This is an optimization exercise on Yosys and OpenROAD, whose aim is small area, a short achievable clock period and few clock cycles, not a production implementation.
In this exercise RTL edits were held to simulation tests only and were not proved equivalent to the original. No driver is modelled on the clock port, so clocking that relies on it looks cheaper here than on a real chip.

==> 02-20 <==
## pix_decoder
module pix_decoder #(
    parameter W = 8,
    parameter H = 8
) (
    input  wire        clk,
    input  wire        rst,
    input  wire        start,
    input  wire [8:0]  plen,
    input  wire [15:0] ilen,
    output reg         busy,
    input  wire        pal_valid,
    input  wire [23:0] pal_data,
    output reg         pal_ready,
    input  wire        in_valid,
    input  wire [7:0]  in_data,
    output reg         in_ready,
    output reg         pix_valid,
    output reg  [23:0] pix_data,
    input  wire        pix_ready,
    output reg         done,
    output wire        err,
    output wire [7:0]  errcode,
    output wire [3:0]  bpp,
    output wire [8:0]  skipcnt,
    output reg  [19:0] trailbits
);
clock: 10.0 ns
lec_check: 0
abc_clock_period_in_ps: 2500
cap_margin: 20
core_margin: 2
core_utilization: 55
place_density: 0.8
slew_margin: 20
standard.sh (not shown) runs the stock make flow with config.mk's settings and CLKGATE_MAP_FILE= SYNTH_SCRIPT=/design/flow/synth_recipe.tcl, a recipe that flattens the netlist after the stock synthesis.
==> flow/flow/run.sh <==
#!/bin/bash
# Layout flow: the standard flow (standard.sh, ORFS on the design's
# SDC and clock period), with timing repair asked to leave more setup slack
# than the 10 ns clock needs, so that the layout reaches a shorter period;
# plain buffers on the ports and no dummy clock-tree loads.
# Each tool's full output goes to standard.log and the ORFS logs.
export SETUP_SLACK_MARGIN=6.7
export BUFFER_PORTS_ARGS="-buffer_cell sky130_fd_sc_hd__buf_2"
export CTS_ARGS="-sink_clustering_enable -repair_clock_nets -dont_use_dummy_load -sink_clustering_size 30 -sink_clustering_max_diameter 100"
bash standard.sh > standard.log 2>&1
==> 01-17 (differences from 02-20) <==
--- a/flow/design.v
+++ b/flow/design.v
@@ -88,18 +88,18 @@
     wire       hw_n  = f_n[1] || (f_n == 2'd1 && s_n <= 4'd8);
     wire adv_out = !pix_valid || pix_ready;
     wire byp     = !qb0 && ({1'b0, qi0} == pal_cnt) && take_pal;
     wire ready_h = qb0 || ({1'b0, qi0} < pal_cnt) || byp;
     wire deq     = qv0 && ready_h && adv_out;
-    wire [23:0] ring_in = take_pal ? ~pal_data : ring[24*NMAX-1 -: 24];
+    wire [23:0] ring_in = take_pal ? pal_data : ring[24*NMAX-1 -: 24];
     reg  [23:0] ring_rd;
     integer k;
     always @(*) begin
         ring_rd = 24'h000000;
         for (k = 0; k < NMAX - 1; k = k + 1)
-            ring_rd = ring_rd | (~ring[24*k +: 24] & {24{!qb0 && selh == k}});
-        ring_rd = ring_rd | (~ring_in & {24{!qb0 && selh == NMAX - 1}});
+            ring_rd = ring_rd | (ring[24*k +: 24] & {24{!qb0 && selh == k}});
+        ring_rd = ring_rd | (ring_in & {24{!qb0 && selh == NMAX - 1}});
     end
     wire pix_fin  = dec_done && !qv0 && !qv1 && adv_out;
     wire pal_fin  = (pal_cnt == plen_r) || (take_pal && (pal_cnt + 1'b1 == plen_r));
     wire byte_fin = bz || (b1 && take_byte);
     wire fin      = busy && pix_fin && pal_fin && byte_fin;
Settings changed: CORE_UTILIZATION 55 to 75, PLACE_DENSITY 0.8 to unset.
==> 11-21 (differences from 02-20) <==
--- a/flow/design.v
+++ b/flow/design.v
@@ -88,18 +88,18 @@
     wire       hw_n  = f_n[1] || (f_n == 2'd1 && s_n <= 4'd8);
     wire adv_out = !pix_valid || pix_ready;
     wire byp     = !qb0 && ({1'b0, qi0} == pal_cnt) && take_pal;
     wire ready_h = qb0 || ({1'b0, qi0} < pal_cnt) || byp;
     wire deq     = qv0 && ready_h && adv_out;
-    wire [23:0] ring_in = take_pal ? ~pal_data : ring[24*NMAX-1 -: 24];
+    wire [23:0] ring_in = take_pal ? pal_data : ring[24*NMAX-1 -: 24];
     reg  [23:0] ring_rd;
     integer k;
     always @(*) begin
         ring_rd = 24'h000000;
         for (k = 0; k < NMAX - 1; k = k + 1)
-            ring_rd = ring_rd | (~ring[24*k +: 24] & {24{!qb0 && selh == k}});
-        ring_rd = ring_rd | (~ring_in & {24{!qb0 && selh == NMAX - 1}});
+            ring_rd = ring_rd | (ring[24*k +: 24] & {24{!qb0 && selh == k}});
+        ring_rd = ring_rd | (ring_in & {24{!qb0 && selh == NMAX - 1}});
     end
     wire pix_fin  = dec_done && !qv0 && !qv1 && adv_out;
     wire pal_fin  = (pal_cnt == plen_r) || (take_pal && (pal_cnt + 1'b1 == plen_r));
     wire byte_fin = bz || (b1 && take_byte);
     wire fin      = busy && pix_fin && pal_fin && byte_fin;
Settings changed: CORE_UTILIZATION 55 to 40, PLACE_DENSITY 0.8 to unset.
==> summary.txt <==
Worst setup path
  – Crit-path cells: buf_6 -> buf_6 -> buf_6
  – R2R depth: 9

Floorplanning
  – Die boundary width: between 200 and 300 um

Global routing
  – Met3 usage: 14.7%
  – Largest net degree at the start of global routing: 53

Layout
  – Non-clock inverters: 44
  – Area grow syn2layout: 9.63%
  – Layout fillers: about 3400

Route
  – Wl on met1: about 55 mm

Synth
  – Synth top area share: 63.3%
  – Post-synthesis cell area: 48800 sq um

Run status
  – Status: timing/DRC/antenna clean

Timing
  – Final worst setup slack: about 6.6 ns
The numbers above come from 01-17.

==> summary.txt <==
Worst setup path
  – R2R depth: 8

Floorplanning
  – Die boundary width: 299 um

Run status
  – Status: timing/DRC/antenna clean

Layout
  – Layout fillers: ~6200

Global routing
  – Met3 usage: 12.0%

Synth
  – Post-synthesis cell area: ~48000 sq um
The numbers above come from 02-20.

==> summary.txt <==
Run status
  – Status: timing/DRC/antenna clean

Layout
  – Layout fillers: 11200
  – Non-clock inverters: 44

Route
  – Wl on met1: around 69 mm

Global routing
  – Met3 usage: under 10%
  – Largest net degree at the start of global routing: 60

Worst setup path
  – R2R depth: 8

Timing
  – Final worst setup slack: 6.57 ns

Synth
  – Post-synthesis instance total: 3730
  – Post-synthesis cell area: between 40000 and 50000 sq um
The numbers above come from 11-21.

Testbench counts of 02-20, summed over its fixed seeds: cycles 31,409.
Testbench counts of 01-17, summed over its fixed seeds: cycles 31,409.
Testbench counts of 11-21, summed over its fixed seeds: cycles 31,409.

## port drivers added, routing unchanged
The results above use ideal ports. As a check the final layouts listed here were re-extracted and re-timed, cells and wires unchanged.
Step 1 sets driving cells, clkbuf_16 on the clock port and buf_2 on the other inputs (assumed; they add their load-dependent delay and slew).
Step 2 moves the port delays by t, midway between the first and last clock arrival at a register: inputs arrive t later, outputs are due t later. That takes back most of the time a late clock gives input paths.
Slacks: ideal / step 1 / step 2; pairs: ideal / step 1.
run | t, ns | setup WS [ns] | hold WS [ns] | worst setup path after step 2 | worst data-port slew with drivers (ns)
02-20 | 0.686 | 6.621 / 6.551 / 5.996 | 0.287 / 0.287 / 0.287 | input to register | 0.10
01-17 | 0.705 | 6.576 / 6.507 / 6.023 | 0.308 / 0.308 / 0.308 | input to register | 0.12
11-21 | 0.698 | 6.574 / 6.506 / 6.079 | 0.307 / 0.307 / 0.307 | input to register | 0.14
After both steps setup and hold are still met in every run listed. The setup slack of 02-20, which loses most, moves by -0.070 ns with the drivers and by -0.625 ns with both steps.
